Context: an optimization exercise on an open-source flow, tuned for small area. The choices shown serve that exercise and are no tape-out recipe. The RTL was checked by simulation tests, not by an equivalence proof against the original design. Power is estimated from default activity; no workload was simulated.

Setup of run A:
Design rclc_deframer, start of the top module:
module rclc_deframer (
    input  wire       clk,
    input  wire       rst,         
    input  wire       in_valid,    
    input  wire [7:0] in_byte,
    input  wire       dec_reset,   
    output reg        ev_valid,    
    output reg  [1:0] dec_event,   
    output reg  [2:0] rx_state,    
    output reg        frame_valid,
    output wire [7:0] frame_dc,
    output wire [7:0] frame_len,
    input  wire [5:0] rd_addr,
    output wire [7:0] rd_data      
);
Size: about 2500 cells after synthesis, ~1000 flip-flops, about 49 I/O pins.
Settings: LEC_CHECK=0, CAP_MARGIN=20, CORE_MARGIN=2, CORE_UTILIZATION=70, CTS_BUF_LIST=sky130_fd_sc_hd__clkbuf_8, CTS_CLUSTER_DIAMETER=55, CTS_CLUSTER_SIZE=18, SLEW_MARGIN=20, SYNTH_HIERARCHICAL=1, REMOVE_ABC_BUFFERS=1, BUFFER_PORTS_ARGS=-buffer_cell sky130_fd_sc_hd__buf_1, CTS_ARGS=-sink_clustering_enable -repair_clock_nets -sink_clustering_size 18 -sink_clustering_max_diameter 55 -buf_list sky130_fd_sc_hd__clkbuf_8 -dont_use_dummy_load; clock period 10.0 ns.
standard.sh (not shown) runs the stock make flow with config.mk's settings and CLKGATE_MAP_FILE= SYNTH_SCRIPT=/design/flow/synth_recipe.tcl, a recipe that flattens the netlist after the stock synthesis.
==> flow/flow/run.sh <==
#!/bin/bash
# The standard layout, with three layout options changed:
#  - port buffers use the smallest buffer (buf_1) instead of the resizer's pick;
#  - clock tree synthesis with the same clustering settings and no dummy loads;
#  - the buffers abc put in are removed at floorplan (as global placement
#    does anyway) instead of a floorplan-stage timing repair.
set -euo pipefail
cat >> config.mk <<'CFG'
export REMOVE_ABC_BUFFERS = 1
export BUFFER_PORTS_ARGS = -buffer_cell sky130_fd_sc_hd__buf_1
export CTS_ARGS = -sink_clustering_enable -repair_clock_nets -sink_clustering_size 18 -sink_clustering_max_diameter 55 -buf_list sky130_fd_sc_hd__clkbuf_8 -dont_use_dummy_load
CFG
bash standard.sh > standard.log 2>&1
Setup changes, run A to run B
Settings: CORE_UTILIZATION changed from 70 to 78.
Notes after the runs:
Run B vs run A, worst setup path startpoint: rd_addr[1] vs rd_addr[0]. Run B vs run A — initial DRC count climbed by a few percent. Summary of run B over run A: setup slack saw an increase, worst slack at placement increased by 0.032 ns relative to the old numbers.

* * *

harbor:
Another version of the RTL of rclc_deframer (not shown whole).
Size in the first run: ~2,500 cells after synthesis, about 1,000 flip-flops, roughly 49 I/O pins, ~0.031 mm² of cells after synthesis.
Settings: LEC_CHECK=0, CAP_MARGIN=20, CORE_MARGIN=2, CORE_UTILIZATION=70, CTS_BUF_LIST=sky130_fd_sc_hd__clkbuf_8, CTS_CLUSTER_DIAMETER=55, CTS_CLUSTER_SIZE=18, SLEW_MARGIN=20, SYNTH_HIERARCHICAL=1, BUFFER_PORTS_ARGS=-buffer_cell sky130_fd_sc_hd__buf_1, CTS_ARGS=-sink_clustering_enable -repair_clock_nets -sink_clustering_size 18 -sink_clustering_max_diameter 55 -buf_list sky130_fd_sc_hd__clkbuf_8 -dont_use_dummy_load; clock period 10.0 ns.
==> flow/flow/run.sh <==
#!/bin/bash
# The standard layout, with two layout options changed:
#  - port buffers use the smallest buffer (buf_1) instead of the resizer's pick;
#  - clock tree synthesis with the same clustering settings and no dummy loads.
set -euo pipefail
cat >> config.mk <<'CFG'
export BUFFER_PORTS_ARGS = -buffer_cell sky130_fd_sc_hd__buf_1
export CTS_ARGS = -sink_clustering_enable -repair_clock_nets -sink_clustering_size 18 -sink_clustering_max_diameter 55 -buf_list sky130_fd_sc_hd__clkbuf_8 -dont_use_dummy_load
CFG
bash standard.sh > standard.log 2>&1
Edits applied to the flow inputs when going from harbor to sierra:
# harbor
export LEC_CHECK = 0
export CAP_MARGIN = 20
export CORE_MARGIN = 2
export CORE_UTILIZATION = 70
export CTS_BUF_LIST = sky130_fd_sc_hd__clkbuf_8
export CTS_CLUSTER_DIAMETER = 55
export CTS_CLUSTER_SIZE = 18
export SLEW_MARGIN = 20
export SYNTH_HIERARCHICAL = 1
export BUFFER_PORTS_ARGS = -buffer_cell sky130_fd_sc_hd__buf_1
export CTS_ARGS = -sink_clustering_enable -repair_clock_nets -sink_clustering_size 18 -sink_clustering_max_diameter 55 -buf_list sky130_fd_sc_hd__clkbuf_8 -dont_use_dummy_load
create_clock -name core_clock -period 10.0 [get_ports {clk}]
# sierra
export LEC_CHECK = 0
export CAP_MARGIN = 20
export CORE_MARGIN = 2
export CORE_UTILIZATION = 60
export CTS_BUF_LIST = sky130_fd_sc_hd__clkbuf_8
export CTS_CLUSTER_DIAMETER = 55
export CTS_CLUSTER_SIZE = 18
export SLEW_MARGIN = 20
export SYNTH_HIERARCHICAL = 1
export REMOVE_ABC_BUFFERS = 1
export BUFFER_PORTS_ARGS = -buffer_cell sky130_fd_sc_hd__buf_1
export CTS_ARGS = -sink_clustering_enable -repair_clock_nets -sink_clustering_size 18 -sink_clustering_max_diameter 55 -buf_list sky130_fd_sc_hd__clkbuf_8 -dont_use_dummy_load
create_clock -name core_clock -period 10.0 [get_ports {clk}]
--- a/flow/flow/run.sh
+++ b/flow/flow/run.sh
@@ -4 +4,3 @@
-#  - clock tree synthesis with the same clustering settings and no dummy loads.
+#  - clock tree synthesis with the same clustering settings and no dummy loads;
+#  - the buffers abc put in are removed at floorplan (as global placement
+#    does anyway) instead of a floorplan-stage timing repair.
@@ -6,0 +9 @@
+export REMOVE_ABC_BUFFERS = 1
Results
When sierra is measured against harbor, its total instance count after detailed placement turns out about 2.7% higher.
Having completed the whole flow, sierra delivered a layout that passed the timing, design-rule and antenna checks.
harbor: flow completed, timing, DRC and antenna clean
Any difference in cts-stage hold buffer count between harbor and sierra is small enough to ignore.
sierra: post-detailed-route wirelength per cell 0.77 µm above harbor
Edits applied to the flow inputs when going from sierra to zinc:
# sierra
export LEC_CHECK = 0
export CAP_MARGIN = 20
export CORE_MARGIN = 2
export CORE_UTILIZATION = 60
export CTS_BUF_LIST = sky130_fd_sc_hd__clkbuf_8
export CTS_CLUSTER_DIAMETER = 55
export CTS_CLUSTER_SIZE = 18
export SLEW_MARGIN = 20
export SYNTH_HIERARCHICAL = 1
export REMOVE_ABC_BUFFERS = 1
export BUFFER_PORTS_ARGS = -buffer_cell sky130_fd_sc_hd__buf_1
export CTS_ARGS = -sink_clustering_enable -repair_clock_nets -sink_clustering_size 18 -sink_clustering_max_diameter 55 -buf_list sky130_fd_sc_hd__clkbuf_8 -dont_use_dummy_load
create_clock -name core_clock -period 10.0 [get_ports {clk}]
# zinc
export LEC_CHECK = 0
export CAP_MARGIN = 20
export CORE_MARGIN = 2
export CORE_UTILIZATION = 60
export CTS_BUF_LIST = sky130_fd_sc_hd__clkbuf_8
export CTS_CLUSTER_DIAMETER = 55
export CTS_CLUSTER_SIZE = 18
export SLEW_MARGIN = 20
export SYNTH_HIERARCHICAL = 1
export BUFFER_PORTS_ARGS = -buffer_cell sky130_fd_sc_hd__buf_1
export CTS_ARGS = -sink_clustering_enable -repair_clock_nets -sink_clustering_size 18 -sink_clustering_max_diameter 55 -buf_list sky130_fd_sc_hd__clkbuf_8 -dont_use_dummy_load
create_clock -name core_clock -period 10.0 [get_ports {clk}]
--- a/flow/flow/run.sh
+++ b/flow/flow/run.sh
@@ -4,3 +4 @@
-#  - clock tree synthesis with the same clustering settings and no dummy loads;
-#  - the buffers abc put in are removed at floorplan (as global placement
-#    does anyway) instead of a floorplan-stage timing repair.
+#  - clock tree synthesis with the same clustering settings and no dummy loads.
@@ -9 +6,0 @@
-export REMOVE_ABC_BUFFERS = 1
## What came out
zinc completed every stage of the flow, and the final layout passed the timing, design-rule and antenna checks.
On routing usage on met2: between zinc and sierra, it ends up lower for zinc.
sierra → zinc: overall power consumption shows a reduction of about 0.6%, worst setup slack up 89 ps.
zinc reports its endpoint of the worst setup timing path as rd_data[2] while sierra reports rd_data[3].
Leakage component of the power essentially unchanged between sierra and zinc.
The transition time at the pin with the least slew margin in zinc sits 75 ps below the value recorded for sierra.

* * *

## the previous run
rclc_deframer, a different RTL version from the one above (not shown whole).
For scale: roughly 2,500 cells after synthesis.
export LEC_CHECK = 0
export CAP_MARGIN = 20
export CORE_MARGIN = 2
export CORE_UTILIZATION = 70
export CTS_BUF_LIST = sky130_fd_sc_hd__clkbuf_8
export CTS_CLUSTER_DIAMETER = 50
export CTS_CLUSTER_SIZE = 16
export SLEW_MARGIN = 20
export SYNTH_HIERARCHICAL = 1
export BUFFER_PORTS_ARGS = -buffer_cell sky130_fd_sc_hd__buf_1
export CTS_ARGS = -sink_clustering_enable -repair_clock_nets -sink_clustering_size 16 -sink_clustering_max_diameter 50 -buf_list sky130_fd_sc_hd__clkbuf_8 -dont_use_dummy_load
create_clock -name core_clock -period 10.0 [get_ports {clk}]
==> flow/flow/run.sh <==
#!/bin/bash
# The standard layout, with two layout options changed:
#  - port buffers use the smallest buffer (buf_1) instead of the resizer's pick;
#  - clock tree synthesis with the same clustering settings and no dummy loads.
set -euo pipefail
cat >> config.mk <<'CFG'
export BUFFER_PORTS_ARGS = -buffer_cell sky130_fd_sc_hd__buf_1
export CTS_ARGS = -sink_clustering_enable -repair_clock_nets -sink_clustering_size 16 -sink_clustering_max_diameter 50 -buf_list sky130_fd_sc_hd__clkbuf_8 -dont_use_dummy_load
CFG
bash standard.sh > standard.log 2>&1
The previous run completed end to end with timing, DRC and antenna clean.
> inputs changed (the previous run -> the current run)
Settings: BUFFER_PORTS_ARGS: -buffer_cell sky130_fd_sc_hd__buf_1 -> unset; CTS_ARGS: -sink_clustering_enable -repair_clock_nets -sink_clustering_size 16 -sink_clustering_max_diameter 50 -buf_list sky130_fd_sc_hd__clkbuf_8 -dont_use_dummy_load -> unset.
==> flow/run.sh (new file) <==
#!/bin/bash
# synth_recipe.tcl (not shown) runs the flow's synth.tcl, then flattens the netlist and writes it again
# the make line also repeats each setting of config.mk as NAME=value (left out here)
make -C /OpenROAD-flow-scripts/flow DESIGN_CONFIG=/design/flow/config.mk WORK_HOME=/design/flow/orfs CLKGATE_MAP_FILE= SYNTH_SCRIPT=/design/flow/synth_recipe.tcl finish
removed: flow/flow/run.sh
removed: flow/standard.sh
[summary]
DRC violation total after the first TritonRoute iteration: the current run worse than the previous run. For sequential power, the previous run and the current run come out practically identical. A destination of the critical timing path of rd_data[2] is what the current run shows, while rd_data[1] belongs to the previous run. Delta (the current run minus the previous run): time the worst path needs with I/O delays and setup climbed 0.86 ns, non-clock buffer count went up 2, worst hold slack held steady. From the previous run to the current run, inverter count did not move at all. No stage failed in the current run, and the final checks on the layout all came back clean. Compared with the previous run, in the current run sequential share of cell area has decreased; transition time at the pin with the least slew margin has decreased. The standard cells in the current run occupy more silicon area than those in the previous run do. Compared the current run vs the previous run, and final period utilization is up in the current run.

==> port drivers added, routing unchanged <==
In the flow no input, the clock included, has a driving cell. The finished layouts below were timed again as built, in two steps. Step 1 assumes that a clkbuf_16 drives the clock port and a buf_2 every other input. Step 2 also shifts input and output timing later by t, the mid clock arrival at the registers, as if the neighbouring blocks saw the same clock. Three values: ideal ports, drivers, drivers and shift; two values: the first two.
| run | t (ns) | setup slack, ns | worst setup path at the end | worst slew at a driven data input, ns |
|---|---|---|---|---|
| run A | 0.716 | 1.312 / 1.292 / 1.292 | input to output | 0.04 |
| run B | 0.710 | 1.371 / 1.344 / 1.344 | input to output | 0.03 |
| harbor | 0.728 | 0.945 / 0.914 / 0.914 | input to output | 0.04 |
| sierra | 0.714 | 1.113 / 1.090 / 1.090 | input to output | 0.03 |
| zinc | 0.719 | 1.202 / 1.180 / 1.180 | input to output | 0.04 |
| the previous run | 0.733 | 1.228 / 1.198 / 1.198 | input to output | 0.03 |
| the current run | 0.730 | 0.363 / 0.330 / 0.330 | input to output | 0.06 |
After both steps every run listed still meets setup and hold. The setup slack of the current run, which loses most, moves by -0.033 ns with the drivers and by -0.033 ns with both steps.
